This is an optimization exercise on Yosys and OpenROAD, whose aim is small area, not a production implementation.
Function was checked by simulation only, so behaviour that the tests miss may differ from the original.
No activity file was given, so power comes from the tool's default toggle rates.

## try-pepper
==> flow/design.v <==
module ltt_timer (
    input  wire clk,
    input  wire rst,
    input  wire do_wait,      
    input  wire long,         
    input  wire last,         
    output wire busy,
    output wire irq
);
    reg        run;
    reg        if_flag;
    localparam [14:0] INV = 15'b010101010101010;
    reg  [14:0] lfr;
    wire [14:0] lf = lfr ^ INV;
    wire at_short = !lf[0] && !lf[2] && lf[4] && lf[6] && lf[7] && !lf[8] && !lf[9] &&
                    lf[10] && lf[12] && !lf[14];
    wire at_long  = lf[0] && !lf[1] && lf[2] && lf[3] && lf[4] && lf[5] && !lf[6] &&
                    !lf[7] && !lf[8] && lf[10] && lf[11] && !lf[12] && !lf[13] && lf[14];
    wire fire = run && (long ? at_long : at_short);
    assign busy      = run;
    assign irq       = if_flag;
    always @(posedge clk) begin
        if (rst) begin
            run     <= 1'b0;
            if_flag <= 1'b0;
        end else begin
            if_flag <= fire;
            if (if_flag && last)
                run <= 1'b0;
            if (do_wait)
                run <= 1'b1;
        end
    end
    always @(posedge clk) begin
        if (do_wait || fire)
            lfr <= INV;
        else
            lfr <= {lf[13:0], !(lf[14] ^ lf[13])} ^ INV;
    end
endmodule
module ltt_uart_tx (
    input  wire clk,
    input  wire rst,
    input  wire load,
    input  wire d0,        
    output wire ready,
    output wire txd
);
    reg [3:0] bitn;        
    localparam [6:0] INV = 7'b0101010;
    reg  [6:0] baudr;
    wire [6:0] baud = baudr ^ INV;
    reg       v;
    wire busy = !(bitn[3] && bitn[1]);
    wire wrap = !baud[0] && !baud[1] && baud[2] && !baud[3] && baud[4] && baud[5] && !baud[6];
    assign ready = !busy;
    wire bitv = (bitn == 4'd1 && v) || bitn == 4'd5 || bitn == 4'd6 || bitn == 4'd9;
    assign txd = !busy || bitv;
    always @(posedge clk) begin
        if (rst) begin
            bitn <= 4'd10;
        end else if (load && !busy) begin
            bitn <= 4'd0;
        end else if (busy && wrap) begin
            bitn <= bitn + 4'd1;
        end
    end
    always @(posedge clk) begin
        if (load && !busy) begin
            baudr <= INV;
            v    <= d0;
        end else if (wrap) begin
            baudr <= INV;
        end else begin
            baudr <= {baud[5:0], !(baud[6] ^ baud[5])} ^ INV;
        end
    end
endmodule
module ltt_uart_rx (
    input  wire       clk,
    input  wire       rst,
    input  wire       rxd,
    output wire       valid,
    output reg  [7:0] data
);
    reg       s1, s2;
    reg [3:0] bitn;        
    localparam [6:0] INV = 7'b0101010;
    reg  [6:0] baudr;
    wire [6:0] baud = baudr ^ INV;
    wire idle  = &bitn[3:1];           
    assign valid = idle && !bitn[0];
    wire hit51  = !baud[0] && !baud[1] && !baud[4] && baud[5];
    wire hit103 = !baud[0] && !baud[1] && baud[2] && !baud[3] && baud[4] && baud[5] && !baud[6];
    wire wrap  = (bitn == 4'd0) ? hit51 : hit103;
    always @(posedge clk) begin
        if (rst) begin
            s1    <= 1'b1;
            s2    <= 1'b1;
            bitn  <= 4'd15;
        end else begin
            s1    <= rxd;
            s2    <= s1;
            if (idle) begin
                bitn <= s2 ? 4'd15 : 4'd0;
            end else if (wrap) begin
                if (bitn == 4'd0) begin
                    bitn <= s2 ? 4'd15 : 4'd1;
                end else if (bitn == 4'd9) begin
                    bitn <= s2 ? 4'd14 : 4'd15;
                end else begin
                    bitn <= bitn + 4'd1;
                end
            end
        end
    end
    always @(posedge clk) begin
        if (idle || wrap)
            baudr <= INV;
        else
            baudr <= {baud[5:0], !(baud[6] ^ baud[5])} ^ INV;
        if (!idle && wrap && bitn != 4'd0 && bitn != 4'd9)
            data <= {s2, data[7:1]};
    end
endmodule
module ltt_rx_fifo (
    input  wire       clk,
    input  wire       rst,
    input  wire       push,
    input  wire [7:0] wdata,
    input  wire       pop,      
    output wire [7:0] rdata,
    output wire       empty
);
    reg [63:0] ring;            
    reg [3:0]  wp;
    reg [3:0]  rp;
    reg        pend;            
    wire full    = (wp[2:0] == rp[2:0]) && (wp[3] != rp[3]);
    wire do_push = push && !full;
    wire wr      = pend ? (wp[2:0] == 3'd1) : ((wp[2:0] == 3'd0) && (!full || pop));
    assign empty = (wp == rp);
    assign rdata = ring[rp[2:0]*8 +: 8];
    always @(posedge clk)
        ring <= {wr ? wdata : ring[7:0], ring[63:8]};
    always @(posedge clk) begin
        if (rst) begin
            wp   <= 4'd0;
            rp   <= 4'd0;
            pend <= 1'b0;
        end else begin
            wp <= do_push ? wp : wp - 4'd1;
            rp <= pop ? rp : rp - 4'd1;
            if (do_push)
                pend <= 1'b1;
            else if (wr)
                pend <= 1'b0;
        end
    end
endmodule
module ltt_ctrl (
    input  wire       clk,
    input  wire       rst,
    input  wire       rxd,
    output wire       txd,
    output wire [1:0] motor,
    output wire       alarm,
    output wire       irq,
    output reg        st_req,
    output wire       st_we,
    output wire [7:0] st_addr,
    output wire [7:0] st_wdata,
    input  wire       st_ack,
    input  wire [7:0] st_rdata
);
    localparam [4:0] S_BOOT = 5'd0,  S_WAIT = 5'd1,
                     S_RXS  = 5'd2,  S_RXV  = 5'd3,      
                     S_L0S  = 5'd4,  S_L0V  = 5'd5,      
                     S_LPS  = 5'd6,  S_LPV  = 5'd7,      
                     S_ENS  = 5'd8,  S_ENV  = 5'd9,      
                     S_SEND = 5'd10,
                     S_O0  = 5'd11, S_O1A = 5'd12, S_O1B = 5'd13, S_O2 = 5'd14, S_O3 = 5'd15,
                     S_O4  = 5'd16, S_O5  = 5'd17, S_O6  = 5'd18, S_O7A = 5'd19, S_O7B = 5'd20,
                     S_O8  = 5'd21,
                     S_L0  = 5'd22, S_L1A = 5'd23, S_L1B = 5'd24, S_L2A = 5'd25, S_L2B = 5'd26,
                     S_L3A = 5'd27, S_L3B = 5'd28, S_L4A = 5'd29, S_L4B = 5'd30, S_L5 = 5'd31;
    reg [4:0] st;
    reg [3:0] n;            
    reg [3:0] pwlen;
    reg       match;
    reg [71:0] pbuf;        
    wire in_rx   = (st == S_RXS || st == S_RXV);
    wire in_l0   = (st == S_L0S || st == S_L0V);
    wire in_loop = (st == S_LPS || st == S_LPV);
    reg  is_wait, t_long, t_last;
    wire t_busy;
    ltt_timer u_timer (
        .clk       (clk),
        .rst       (rst),
        .do_wait   (is_wait && !t_busy),
        .long      (t_long),
        .last      (t_last),
        .busy      (t_busy),
        .irq       (irq)
    );
    wire tx_ready;
    ltt_uart_tx u_tx (
        .clk   (clk),
        .rst   (rst),
        .load  (st == S_SEND),
        .d0    (match),
        .ready (tx_ready),
        .txd   (txd)
    );
    wire       rx_valid;
    wire [7:0] rx_data;
    ltt_uart_rx u_rx (
        .clk   (clk),
        .rst   (rst),
        .rxd   (rxd),
        .valid (rx_valid),
        .data  (rx_data)
    );
    wire [7:0] q_data;
    wire       q_empty;
    wire       q_pop = !q_empty && (st == S_WAIT || in_rx);
    ltt_rx_fifo u_rxq (
        .clk   (clk),
        .rst   (rst),
        .push  (rx_valid),
        .wdata (rx_data),
        .pop   (q_pop),
        .rdata (q_data),
        .empty (q_empty)
    );
    reg [7:0] pb;
    integer j;
    always @(*) begin
        pb = 8'd0;
        for (j = 0; j < 9; j = j + 1)
            if (n == j)
                pb = pb | pbuf[8*j +: 8];
    end
    assign st_we    = !st[0];
    assign st_addr  = {alarm, alarm, st_req, alarm, n};
    assign st_wdata = pb;
    assign motor    = {st == S_O7A || st == S_O7B || st == S_O8,
                       st == S_O1A || st == S_O1B || st == S_O2};
    assign alarm    = (st >= S_L1A);
    always @(*) begin
        t_long  = st == S_O1A || st == S_O1B || st == S_O7A || st == S_O7B ||
                  (st >= S_L1A && st <= S_L4B);
        is_wait = t_long || (st >= S_O3 && st <= S_O5);
        t_last  = (st >= S_O3 && st <= S_O5) || st == S_O1B || st == S_O7B || st == S_L1B ||
                  st == S_L2B || st == S_L3B || st == S_L4B;
    end
    always @(posedge clk) begin
        if (rst) begin
            st     <= S_BOOT;
            pwlen  <= 4'd0;
            st_req <= 1'b0;
        end else begin
            case (st)
                S_BOOT: st <= S_WAIT;
                S_WAIT: if (!q_empty) begin
                    case (q_data)
                        8'h30: st <= S_RXS;
                        8'h31: st <= S_RXV;
                        8'h32: st <= S_O0;
                        8'h33: st <= S_L0;
                        default: ;
                    endcase
                end
                S_RXS, S_RXV: if (!q_empty) begin
                    if (q_data == 8'h00)
                        st <= {st[4:1] + 4'd1, st[0]};
                    else if (n == 4'd9)
                        st <= S_WAIT;
                end
                S_L0S: begin
                    pwlen <= n;
                    st    <= S_LPS;
                end
                S_L0V:  st <= S_LPV;
                S_LPS, S_LPV: begin
                    if (st_req) begin
                        if (st_ack)
                            st_req <= 1'b0;
                    end else if (n == pwlen) begin
                        st <= {st[4:1] + 4'd1, st[0]};
                    end else begin
                        st_req <= 1'b1;
                    end
                end
                S_ENS:  st <= S_WAIT;
                S_ENV:  st <= S_SEND;
                S_SEND: if (tx_ready) st <= S_WAIT;
                S_O8, S_L5: st <= S_WAIT;
                default: begin
                    if (!is_wait || irq)
                        st <= st + 5'd1;
                end
            endcase
        end
    end
    integer k;
    always @(posedge clk) begin
        if (st == S_WAIT)
            n <= 4'd0;
        if (in_rx && !q_empty && q_data != 8'h00 && n != 4'd9) begin
            for (k = 0; k < 9; k = k + 1)
                if (n == k)
                    pbuf[8*k +: 8] <= q_data;
            n       <= n + 4'd1;
        end
        if (in_l0) begin
            match <= (n == pwlen);
            n     <= 4'd0;
        end
        if (in_loop && st_req && st_ack) begin
            n <= n + 4'd1;
            if (st_rdata != pb)
                match <= 1'b0;
        end
    end
endmodule
Settings: LEC_CHECK=0, CAP_MARGIN=20, CORE_MARGIN=2, CORE_UTILIZATION=40, SLEW_MARGIN=20; clock period 10.0 ns.
standard.sh (not shown) runs the stock make flow with config.mk's settings and CLKGATE_MAP_FILE= SYNTH_SCRIPT=/design/flow/synth_recipe.tcl, a recipe that flattens the netlist after the stock synthesis.
==> flow/flow/run.sh <==
#!/bin/bash
# Layout flow: the standard flow (standard.sh) with these changes.
#  - Synthesis: synth_recipe.tcl unchanged except that ABC maps the logic with an
#    area-oriented script and adders are left to ABC (ADDER_MAP_FILE empty).
#    The registers are mapped before ABC runs, so they are the standard
#    synthesis's. Each script in flow/*.abc is tried in a scratch folder and
#    the one giving the smallest synthesized area is used.
#  - Placement: not timing driven (the 10 ns clock leaves ample slack), so
#    it adds no buffers of its own; repair aims 5% below the slew and
#    capacitance limits instead of 20%.
#  - Port buffers: sky130_fd_sc_hd__buf_1.
#  - CTS: clkbuf_4 clusters of at most 10 sinks, no dummy loads.
# Each tool's output stays in the ORFS logs folders; make's output goes to
# synth_<script>.log and flow.log here.
set -euo pipefail
HERE=$(pwd)
best=""
best_area=""
for a in "$HERE"/flow/*.abc; do
  s=$(basename "$a" .abc)
  bash "$HERE/flow/mksynth.sh" "$HERE/synth_recipe.tcl" "$a" "$HERE/synth_$s.tcl"
  if bash "$HERE/standard.sh" WORK_HOME="$HERE/try_$s" SYNTH_SCRIPT="$HERE/synth_$s.tcl" \
      ADDER_MAP_FILE= synth > "$HERE/synth_$s.log" 2>&1; then
    area=$(awk '/Chip area for module/ {print $NF}' "$HERE/try_$s/reports/sky130hd/ltt_ctrl/base/synth_stat.txt" | tail -1)
    echo "$s $area" >> "$HERE/synth_areas.txt"
    if [[ -n "$area" ]] && { [[ -z "$best_area" ]] || awk -v x="$area" -v y="$best_area" 'BEGIN{exit !(x < y)}'; }; then
      best=$s
      best_area=$area
    fi
  fi
done
echo "best $best $best_area" >> "$HERE/synth_areas.txt"
bash "$HERE/standard.sh" \
  SYNTH_SCRIPT="$HERE/synth_$best.tcl" \
  ADDER_MAP_FILE= MIN_BUF_CELL_AND_PORTS="sky130_fd_sc_hd__buf_1 A X" \
  GPL_TIMING_DRIVEN=0 CAP_MARGIN=5 SLEW_MARGIN=5 \
  BUFFER_PORTS_ARGS="-buffer_cell sky130_fd_sc_hd__buf_1" \
  CTS_ARGS="-sink_clustering_enable -repair_clock_nets -sink_clustering_size 9 -sink_clustering_max_diameter 50 -buf_list sky130_fd_sc_hd__clkbuf_4 -dont_use_dummy_load" \
  finish > "$HERE/flow.log" 2>&1
Other scripts of this flow, unchanged in this note and not shown: flow/flow/a3.abc, flow/flow/b3.abc, flow/flow/b6.abc, flow/flow/c1.abc, flow/flow/d3.abc, flow/flow/d4.abc, flow/flow/mksynth.sh, flow/flow/w32.abc
Per the final summary, try-pepper finished and its layout is clean on timing, DRC and antenna.
> inputs changed (try-pepper -> try-sierra)
-- flow/flow/run.sh --
<<< try-pepper, line 35
  ADDER_MAP_FILE= MIN_BUF_CELL_AND_PORTS="sky130_fd_sc_hd__buf_1 A X" \
>>> try-sierra, line 35
  ADDER_MAP_FILE= \
<<< try-pepper, line 38
  CTS_ARGS="-sink_clustering_enable -repair_clock_nets -sink_clustering_size 9 -sink_clustering_max_diameter 50 -buf_list sky130_fd_sc_hd__clkbuf_4 -dont_use_dummy_load" \
>>> try-sierra, line 38
  CTS_ARGS="-sink_clustering_enable -repair_clock_nets -sink_clustering_size 6 -sink_clustering_max_diameter 50 -buf_list sky130_fd_sc_hd__clkbuf_2 -dont_use_dummy_load" \
try-sierra -> try-pepper: count of standard-cell rows delta 0, exact match. Between try-pepper and try-sierra, the flow reports post-layout instance count excluding filler cells increasing slightly. Area of the mapped netlist: try-sierra vs try-pepper — no meaningful difference. ~same total power after layout in try-sierra and try-pepper. Timing-limited maximum frequency is lower on try-sierra. Looking at try-sierra and try-pepper, the finished layout cell area is a wash. In terms of met2 capacity usage during global routing, try-sierra and try-pepper differ only marginally. Compared with try-pepper, try-sierra shows a lower worst hold margin. Comparing try-pepper against try-sierra, there is no change at all in critical path depth.
Inputs modified between try-sierra and try-yarrow:
-- flow/flow/run.sh --
<<< try-sierra, line 35
  ADDER_MAP_FILE= \
>>> try-yarrow, line 35
  ADDER_MAP_FILE= MIN_BUF_CELL_AND_PORTS="sky130_fd_sc_hd__buf_1 A X" \
<<< try-sierra, line 38
  CTS_ARGS="-sink_clustering_enable -repair_clock_nets -sink_clustering_size 6 -sink_clustering_max_diameter 50 -buf_list sky130_fd_sc_hd__clkbuf_2 -dont_use_dummy_load" \
>>> try-yarrow, line 38
  CTS_ARGS="-sink_clustering_enable -repair_clock_nets -sink_clustering_size 10 -sink_clustering_max_diameter 50 -buf_list sky130_fd_sc_hd__clkbuf_4 -dont_use_dummy_load" \
Findings:
The design internal power of try-yarrow exceeds that of try-sierra by 0.70%. Summary of try-yarrow over try-sierra: total of clock buffers placed in the layout fell by about 37%, utilization stayed essentially flat, share of the final layout cell area in multi-input gates stayed essentially flat.

==> separate check: timing with driven ports <==
In the flow no input, the clock included, has a driving cell. The finished layouts below were timed again as built, in two steps. Step 1, drivers: a clkbuf_16 drives clk and a buf_2 each remaining input, both assumed. Step 2 times the ports against the registers' clock, not the clock port: input delays grow and output delays shrink by t, the midpoint of the rising clock arrivals with the driver on. a / b / c = ideal / step 1 / step 2; a / b = the first two.
run	t, ns	setup slack, ns	latest minus earliest clock arrival (ns)	pins driven straight from the clock port
try-pepper	0.651	4.575 / 4.575 / 4.575	0.058 / 0.057	1
try-sierra	0.736	4.437 / 4.437 / 4.437	0.100 / 0.099	1
try-yarrow	0.645	4.573 / 4.573 / 4.573	0.036 / 0.035	1
After both steps every run listed still meets setup and hold.
